This is an optimization exercise on Yosys and OpenROAD, whose aim is small area, a short achievable clock period and few clock cycles, not a production implementation.
The RTL was checked by simulation tests, not by an equivalence proof against the original design.

==> 10-18 <==
## ssdv_huffdec
module ssdv_huffdec(clk, rst, in_valid, in_ready, in_start, in_byte, out_valid, out_ready, out_kind, out_comp, out_k, out_val);
==> flow/config.mk <==
export PLATFORM = sky130hd
export DESIGN_NAME = ssdv_huffdec
export DESIGN_NICKNAME = ssdv_huffdec
export VERILOG_FILES = /design/flow/design.v
export SDC_FILE = /design/flow/constraint.sdc
export NUM_CORES = 4
export LEC_CHECK = 0
export ABC_AREA = 1
export CAP_MARGIN = 20
export CORE_MARGIN = 2
export CORE_UTILIZATION = 45
export CTS_BUF_LIST = sky130_fd_sc_hd__clkbuf_4 sky130_fd_sc_hd__clkbuf_8
export PLACE_DENSITY = 0.6
export SLEW_MARGIN = 20
export SYNTH_MEMORY_MAX_BITS = 65536
==> flow/constraint.sdc <==
create_clock -name core_clock -period 8.0 [get_ports {clk}]
set_input_delay 1.6000 -clock core_clock [delete_from_list [all_inputs] [get_ports {clk}]]
set_output_delay 1.6000 -clock core_clock [all_outputs]
set_load 0.01 [all_outputs]
run.sh (not shown) runs the stock make flow with config.mk's settings and CLKGATE_MAP_FILE= SYNTH_SCRIPT=/design/flow/synth_recipe.tcl, a recipe that flattens the netlist after the stock synthesis.
==> inputs of 11-23, as changes to 10-18 <==
--- a/flow/config.mk
+++ b/flow/config.mk
@@ -12,4 +12,5 @@
 export CTS_BUF_LIST = sky130_fd_sc_hd__clkbuf_4 sky130_fd_sc_hd__clkbuf_8
 export PLACE_DENSITY = 0.6
+export SETUP_SLACK_MARGIN = 2.0
 export SLEW_MARGIN = 20
 export SYNTH_MEMORY_MAX_BITS = 65536
==> inputs of 09-16, as changes to 10-18 <==
--- a/flow/config.mk
+++ b/flow/config.mk
@@ -12,4 +12,5 @@
 export CTS_BUF_LIST = sky130_fd_sc_hd__clkbuf_4 sky130_fd_sc_hd__clkbuf_8
 export PLACE_DENSITY = 0.6
+export SETUP_SLACK_MARGIN = 1.0
 export SLEW_MARGIN = 20
 export SYNTH_MEMORY_MAX_BITS = 65536
==> summary of the runs <==
In synthesized cell count, 09-16 and 10-18 do not differ. The highest clock skew belongs to 11-23, the lowest to 10-18. Between 09-16 and 11-23, the lower critical path depth is in 09-16 (gap 10). Maximum frequency, lowest first: 10-18, 09-16, 11-23. In sequential cell count, 10-18 and 11-23 do not differ. In clock-buffer cell count, 11-23 and 10-18 do not differ. Routed wire length, highest first: 11-23, 09-16, 10-18.
Testbench counts of 10-18, summed over its fixed seeds: cycles 11,360.
Testbench counts of 11-23, summed over its fixed seeds: cycles 11,360.
Testbench counts of 09-16, summed over its fixed seeds: cycles 11,360.

========
==> inputs of build 91 <==
ssdv_huffdec, a different RTL version from the one above (not shown whole).
Settings: LEC_CHECK=0, ABC_AREA=1, CAP_MARGIN=20, CORE_MARGIN=2, CORE_UTILIZATION=45, CTS_BUF_LIST=sky130_fd_sc_hd__clkbuf_4 sky130_fd_sc_hd__clkbuf_8, PLACE_DENSITY=0.6, SETUP_SLACK_MARGIN=1.0, SLEW_MARGIN=20, SYNTH_MEMORY_MAX_BITS=65536; clock period 8.0 ns.
==> trial 66: changes against build 91 <==
--- a/flow/config.mk
+++ b/flow/config.mk
@@ -12,5 +12,4 @@
 export CTS_BUF_LIST = sky130_fd_sc_hd__clkbuf_4 sky130_fd_sc_hd__clkbuf_8
 export PLACE_DENSITY = 0.6
-export SETUP_SLACK_MARGIN = 1.0
 export SLEW_MARGIN = 20
 export SYNTH_MEMORY_MAX_BITS = 65536
==> notes <==
Synthesized area is the same in build 91 and trial 66. Synthesized cell count is the same in build 91 and trial 66. In via count, trial 66 and build 91 hardly differ. Between trial 66 and build 91, the lower clock skew is in build 91 (gap 0.0011 ns). Global-route usage is the same in trial 66 and build 91.
Testbench counts of build 91, summed over its fixed seeds: cycles 11,360.
Testbench counts of trial 66, summed over its fixed seeds: cycles 11,360.

========
==> run a: inputs <==
ssdv_huffdec, a different RTL version from the one above (not shown whole).
Design ssdv_huffdec, start of the top module:
module ssdv_huffdec (
    input  wire        clk,
    input  wire        rst,
    input  wire        in_valid,
    output wire        in_ready,
    input  wire        in_start,
    input  wire [7:0]  in_byte,
    output reg         out_valid,
    input  wire        out_ready,
    output reg  [1:0]  out_kind,
    output reg  [1:0]  out_comp,
    output reg  [5:0]  out_k,
    output reg  [11:0] out_val
);
==> module ssdv_huffdec, before the edit <==
module ssdv_huffdec (
    input  wire        clk,
    input  wire        rst,
    input  wire        in_valid,
    output wire        in_ready,
    input  wire        in_start,
    input  wire [7:0]  in_byte,
    output reg         out_valid,
    input  wire        out_ready,
    output reg  [1:0]  out_kind,
    output reg  [1:0]  out_comp,
    output reg  [5:0]  out_k,
    output reg  [11:0] out_val
);
    localparam K_DC = 2'd0, K_AC = 2'd1, K_END = 2'd2;
    reg  [36:0] acc;
    reg  [5:0]  cnt;         
    reg         pend;        
    reg  [1:0]  pmode;
    reg  [1:0]  mode;        
    reg  [1:0]  comp;        
    reg  [1:0]  ycnt;        
    reg         dc;          
    reg  [5:0]  k;           
    reg         endq;        
    assign in_ready = !pend && (cnt <= 6'd29);
    wire take = in_valid && in_ready;
    wire [62:0] ext = {acc, 26'd0};
    wire [25:0] win = ext[cnt +: 26];
    wire [4:0]  n;
    wire [3:0]  run, size;
    ssdv_huff_dec u_dec (.tsel({!dc, comp != 2'd0}), .w(win[25:10]),
                         .n(n), .run(run), .size(size));
    wire        have    = ({1'b0, n} <= cnt);
    wire        out_free = !out_valid || out_ready;
    wire        fire    = have && out_free && !endq;
    wire        apply_start = pend && !have && !endq;
    wire [25:0] mshift = win >> (5'd26 - n);
    wire [10:0] mask   = ~(11'h7ff << size);
    wire [10:0] mb     = mshift[10:0] & mask;
    wire        mpos   = |(mb & ~(mask >> 1));    
    wire [11:0] mval   = (size == 4'd0) ? 12'd0 :
                         mpos ? {1'b0, mb} : ({1'b1, mb | ~mask} + 12'd1);
    wire        is_eob = !dc && (size == 4'd0) && (run == 4'd0);
    wire        is_zrl = !dc && (size == 4'd0) && (run == 4'd15);
    wire [5:0]  pos    = k + {2'd0, run};
    wire [6:0]  k16    = {1'b0, k} + 7'd16;
    wire        last_y = (mode == 2'd0) ? (ycnt == 2'd3) :
                         (mode == 2'd3) ? 1'b1 : (ycnt == 2'd1);
    wire [1:0]  comp_nb = (comp == 2'd0) ? (last_y ? 2'd1 : 2'd0) :
                          (comp == 2'd1) ? 2'd2 : 2'd0;
    wire [1:0]  ycnt_nb = (comp == 2'd0) ? ycnt + 2'd1 : 2'd0;
    wire [5:0]  cnt_dec = fire ? cnt - {1'b0, n} : cnt;
    always @(posedge clk) begin
        if (rst) begin
            cnt       <= 6'd0;
            pend      <= 1'b0;
            mode      <= 2'd0;
            comp      <= 2'd0;
            ycnt      <= 2'd0;
            dc        <= 1'b1;
            k         <= 6'd1;
            endq      <= 1'b0;
            out_valid <= 1'b0;
        end else begin
            if (take) begin
                if (in_start) begin
                    pend  <= 1'b1;
                    pmode <= in_byte[1:0];
                end else begin
                    acc <= {acc[28:0], in_byte};
                end
            end
            if (apply_start) begin
                cnt  <= take && !in_start ? 6'd8 : 6'd0;
                pend <= 1'b0;
                mode <= pmode;
                comp <= 2'd0;
                ycnt <= 2'd0;
                dc   <= 1'b1;
                k    <= 6'd1;
            end else begin
                cnt <= cnt_dec + ((take && !in_start) ? 6'd8 : 6'd0);
            end
            if (out_valid && out_ready) out_valid <= 1'b0;
            if (endq && out_free) begin
                out_valid <= 1'b1;
                out_kind  <= K_END;
                out_k     <= 6'd0;
                out_val   <= 12'd0;
                endq      <= 1'b0;
            end
            if (fire) begin
                if (dc) begin
                    out_valid <= 1'b1;
                    out_kind  <= K_DC;
                    out_comp  <= comp;
                    out_k     <= 6'd0;
                    out_val   <= mval;
                    dc        <= 1'b0;
                    k         <= 6'd1;
                end else if (is_eob || (is_zrl && k16[6])) begin
                    out_valid <= 1'b1;
                    out_kind  <= K_END;
                    out_comp  <= comp;
                    out_k     <= 6'd0;
                    out_val   <= 12'd0;
                    dc        <= 1'b1;
                    comp      <= comp_nb;
                    ycnt      <= ycnt_nb;
                end else if (is_zrl) begin
                    k <= k16[5:0];
                end else begin
                    out_valid <= 1'b1;
                    out_kind  <= K_AC;
                    out_comp  <= comp;
                    out_k     <= pos;
                    out_val   <= mval;
                    k         <= pos + 6'd1;
                    if (pos == 6'd63) begin
                        endq <= 1'b1;
                        dc   <= 1'b1;
                        comp <= comp_nb;
                        ycnt <= ycnt_nb;
                    end
                end
            end
        end
    end
endmodule
clock: 8.0 ns
lec_check: 0
abc_area: 1
cap_margin: 20
core_margin: 2
core_utilization: 40
place_density: 0.6
setup_slack_margin: 2.5
slew_margin: 20
synth_memory_max_bits: 65536
==> inputs of run b, as changes to run a <==
--- a/flow/design.v
+++ b/flow/design.v
@@ -1335,7 +1335,7 @@
     output reg  [1:0]  out_kind,
     output reg  [1:0]  out_comp,
     output reg  [5:0]  out_k,
-    output reg  [11:0] out_val
+    output wire [11:0] out_val
 );
     localparam K_DC = 2'd0, K_AC = 2'd1, K_END = 2'd2;
     reg  [36:0] acc;
@@ -1360,12 +1360,14 @@
     wire        out_free = !out_valid || out_ready;
     wire        fire    = have && out_free && !endq;
     wire        apply_start = pend && !have && !endq;
-    wire [25:0] mshift = win >> (5'd26 - n);
+    wire [36:0] mshift = {11'd0, win} << n;
     wire [10:0] mask   = ~(11'h7ff << size);
-    wire [10:0] mb     = mshift[10:0] & mask;
-    wire        mpos   = |(mb & ~(mask >> 1));    
-    wire [11:0] mval   = (size == 4'd0) ? 12'd0 :
-                         mpos ? {1'b0, mb} : ({1'b1, mb | ~mask} + 12'd1);
+    wire [10:0] mb     = mshift[36:26] & mask;
+    wire        mneg   = (size != 4'd0) && !(|(mb & ~(mask >> 1)));
+    wire [11:0] mraw   = mneg ? {1'b1, mb | ~mask} : {1'b0, mb};
+    reg  [11:0] out_raw;
+    reg         out_neg;
+    assign out_val = out_raw + {11'd0, out_neg};
     wire        is_eob = !dc && (size == 4'd0) && (run == 4'd0);
     wire        is_zrl = !dc && (size == 4'd0) && (run == 4'd15);
     wire [5:0]  pos    = k + {2'd0, run};
@@ -1375,7 +1377,8 @@
     wire [1:0]  comp_nb = (comp == 2'd0) ? (last_y ? 2'd1 : 2'd0) :
                           (comp == 2'd1) ? 2'd2 : 2'd0;
     wire [1:0]  ycnt_nb = (comp == 2'd0) ? ycnt + 2'd1 : 2'd0;
-    wire [5:0]  cnt_dec = fire ? cnt - {1'b0, n} : cnt;
+    wire [5:0]  cnt_b   = cnt + ((take && !in_start) ? 6'd8 : 6'd0);
+    wire [5:0]  cnt_nx  = fire ? cnt_b - {1'b0, n} : cnt_b;
     always @(posedge clk) begin
         if (rst) begin
             cnt       <= 6'd0;
@@ -1405,14 +1408,15 @@
                 dc   <= 1'b1;
                 k    <= 6'd1;
             end else begin
-                cnt <= cnt_dec + ((take && !in_start) ? 6'd8 : 6'd0);
+                cnt <= cnt_nx;
             end
             if (out_valid && out_ready) out_valid <= 1'b0;
             if (endq && out_free) begin
                 out_valid <= 1'b1;
                 out_kind  <= K_END;
                 out_k     <= 6'd0;
-                out_val   <= 12'd0;
+                out_raw   <= 12'd0;
+                out_neg   <= 1'b0;
                 endq      <= 1'b0;
             end
             if (fire) begin
@@ -1421,7 +1425,8 @@
                     out_kind  <= K_DC;
                     out_comp  <= comp;
                     out_k     <= 6'd0;
-                    out_val   <= mval;
+                    out_raw   <= mraw;
+                    out_neg   <= mneg;
                     dc        <= 1'b0;
                     k         <= 6'd1;
                 end else if (is_eob || (is_zrl && k16[6])) begin
@@ -1429,7 +1434,8 @@
                     out_kind  <= K_END;
                     out_comp  <= comp;
                     out_k     <= 6'd0;
-                    out_val   <= 12'd0;
+                    out_raw   <= 12'd0;
+                out_neg   <= 1'b0;
                     dc        <= 1'b1;
                     comp      <= comp_nb;
                     ycnt      <= ycnt_nb;
@@ -1440,7 +1446,8 @@
                     out_kind  <= K_AC;
                     out_comp  <= comp;
                     out_k     <= pos;
-                    out_val   <= mval;
+                    out_raw   <= mraw;
+                    out_neg   <= mneg;
                     k         <= pos + 6'd1;
                     if (pos == 6'd63) begin
                         endq <= 1'b1;
--- a/flow/config.mk
+++ b/flow/config.mk
@@ -8,8 +8,8 @@
 export ABC_AREA = 1
 export CAP_MARGIN = 20
 export CORE_MARGIN = 2
-export CORE_UTILIZATION = 40
+export CORE_UTILIZATION = 45
+export CTS_BUF_LIST = sky130_fd_sc_hd__clkbuf_4 sky130_fd_sc_hd__clkbuf_8
 export PLACE_DENSITY = 0.6
-export SETUP_SLACK_MARGIN = 2.5
 export SLEW_MARGIN = 20
 export SYNTH_MEMORY_MAX_BITS = 65536
==> notes <==
Run b went through all stages and came out clean. Run a passed the timing, DRC and antenna checks.
Between run a and run b, the lower via count is in run b (gap about 9%, measured against run b).
Of run b and run a, run a has the higher design area (gap about 20%, measured against run a).
Against run b, the synthesized cell count of run a is smaller by 2.4%.
Between run a and run b, the lower register-to-register slack is in run b (gap 1.4 ns).
Non-clock buffer count: run b is lower than run a (135).
Between run b and run a, the lower cell count is in run b (gap about 6%, measured against run a).
==> figures <==
metric	run a	run b
Status	timing/DRC/antenna clean	timing/DRC/antenna clean
Non-clk buf share	12.82%	4.605%
Non-clock inverter instance count of the final layout	156	172
Routed metal-1 wire length	20380 µm	18590 µm
Buffer count from post-CTS setup fixing	59	0
Post-synth top area share	20.52%	21.35%
Stages on worst setup path	39	40
Die boundary width	172.8 µm	164.3 µm
Post-place setup slack	1.091 ns	1.326 ns
Final Worst Setup Slack	2.405 ns	1.030 ns
Placed Instance Area	11890 µm²	12010 µm²
Testbench counts of run a, summed over its fixed seeds: cycles 11,360.
Testbench counts of run b, summed over its fixed seeds: cycles 11,360.

========
==> 05-11: inputs <==
Another version of the RTL of ssdv_huffdec (not shown whole).
clock: 8.0 ns
lec_check: 0
abc_area: 1
cap_margin: 20
core_margin: 2
core_utilization: 45
cts_buf_list: sky130_fd_sc_hd__clkbuf_4 sky130_fd_sc_hd__clkbuf_8
place_density: 0.6
setup_slack_margin: 1.5
slew_margin: 20
synth_memory_max_bits: 65536
==> 05-16 (differences from 05-11) <==
Settings changed: CORE_UTILIZATION 45 to 50, PLACE_DENSITY 0.6 to 0.65, SETUP_SLACK_MARGIN 1.5 to 1.2.
==> 06-23 (differences from 05-11) <==
Settings changed: SETUP_SLACK_MARGIN 1.5 to 1.0.
==> run notes <==
- In 06-23 the first-iteration DRC count is smaller than in 05-16, by 1.9%.
- Global-route usage: 05-16 > 05-11 > 06-23.
- In maximum frequency, 06-23 and 05-16 hardly differ.
- In 05-11 the core utilization is higher than in 06-23, by 3.0 points.
- In flip-flop and latch count, 06-23 and 05-16 do not differ.
- The highest final area belongs to 05-11, the lowest to 06-23.
==> figures <==
                                                            05-16     05-11     06-23
Number of inserted filler cells in the final layout          1892      2066      2115
Worst flop-to-flop path endpoint                       out_raw[8]  out_k[4]      k[1]
Overall routing resource usage                              34.1%     31.4%     30.8%
Proportion of cell area occupied by multi-input gates       58.6%     57.9%     58.7%
Wire length of the first global-routing pass             53900 um  54200 um  53200 um
Die Width                                                  141 um    149 um    149 um
Die span in y                                              141 um    149 um    149 um
Sum of net half-perimeters after detailed placement      26100 um  26700 um  26700 um
Starting DRC count in detailed routing                       1503      1275      1474
Outcome                                  timing/DRC/antenna clean  timing/DRC/antenna clean  timing/DRC/antenna clean
Max transition margin                                       28.1%     32.1%     32.2%
WL per Instance                                           19.4 um   19.1 um   19.0 um
Flop-to-flop setup slack                                  1.52 ns   1.87 ns   1.52 ns
Vias in the first global route                              10000      9898      9719
Fraction of area in clock buffers and inverters             1.90%     1.77%     1.87%
Testbench counts of 05-11, summed over its fixed seeds: cycles 11,360.
Testbench counts of 05-16, summed over its fixed seeds: cycles 11,360.
Testbench counts of 06-23, summed over its fixed seeds: cycles 11,360.

==> afterwards: timing with drivers on the ports <==
How much do the figures lean on ideal ports? The routed layouts below were timed once more, with nothing changed but the port constraints.
Step 1 (the two cells are an assumption about what drives the block):
set clk [get_ports {clk}]
set_driving_cell -lib_cell sky130_fd_sc_hd__clkbuf_16 $clk
set_driving_cell -lib_cell sky130_fd_sc_hd__buf_2 [delete_from_list [all_inputs] $clk]
Step 2 times the ports against the registers' clock, not the clock port: input delays grow and output delays shrink by t, the midpoint of the rising clock arrivals with the driver on.
Three values: ideal ports, drivers, drivers and shift; two values: the first two.
run | shift t [ns] | slack for setup (ns) | latest minus earliest clock arrival (ns) | worst register clock-pin slew, ns | worst slew at a driven data input, ns
10-18 | 0.405 | 0.567 / 0.567 / 0.567 | 0.024 / 0.024 | 0.12 / 0.12 | 0.03
11-23 | 0.405 | 1.982 / 1.982 / 1.982 | 0.026 / 0.025 | 0.12 / 0.12 | 0.03
09-16 | 0.405 | 1.377 / 1.377 / 1.377 | 0.026 / 0.026 | 0.12 / 0.12 | 0.03
build 91 | 0.424 | 1.441 / 1.441 / 1.441 | 0.017 / 0.017 | 0.11 / 0.11 | 0.04
trial 66 | 0.429 | 0.842 / 0.842 / 0.842 | 0.018 / 0.018 | 0.11 / 0.11 | 0.04
run a | 0.411 | 2.405 / 2.405 / 2.405 | 0.016 / 0.016 | 0.08 / 0.08 | 0.03
run b | 0.400 | 1.030 / 1.030 / 1.030 | 0.008 / 0.008 | 0.10 / 0.10 | 0.03
05-11 | 0.441 | 1.866 / 1.866 / 1.866 | 0.017 / 0.016 | 0.11 / 0.11 | 0.03
05-16 | 0.435 | 1.521 / 1.521 / 1.521 | 0.025 / 0.025 | 0.12 / 0.12 | 0.04
06-23 | 0.433 | 1.521 / 1.521 / 1.521 | 0.019 / 0.019 | 0.11 / 0.11 | 0.03
After both steps every run listed still meets setup and hold.
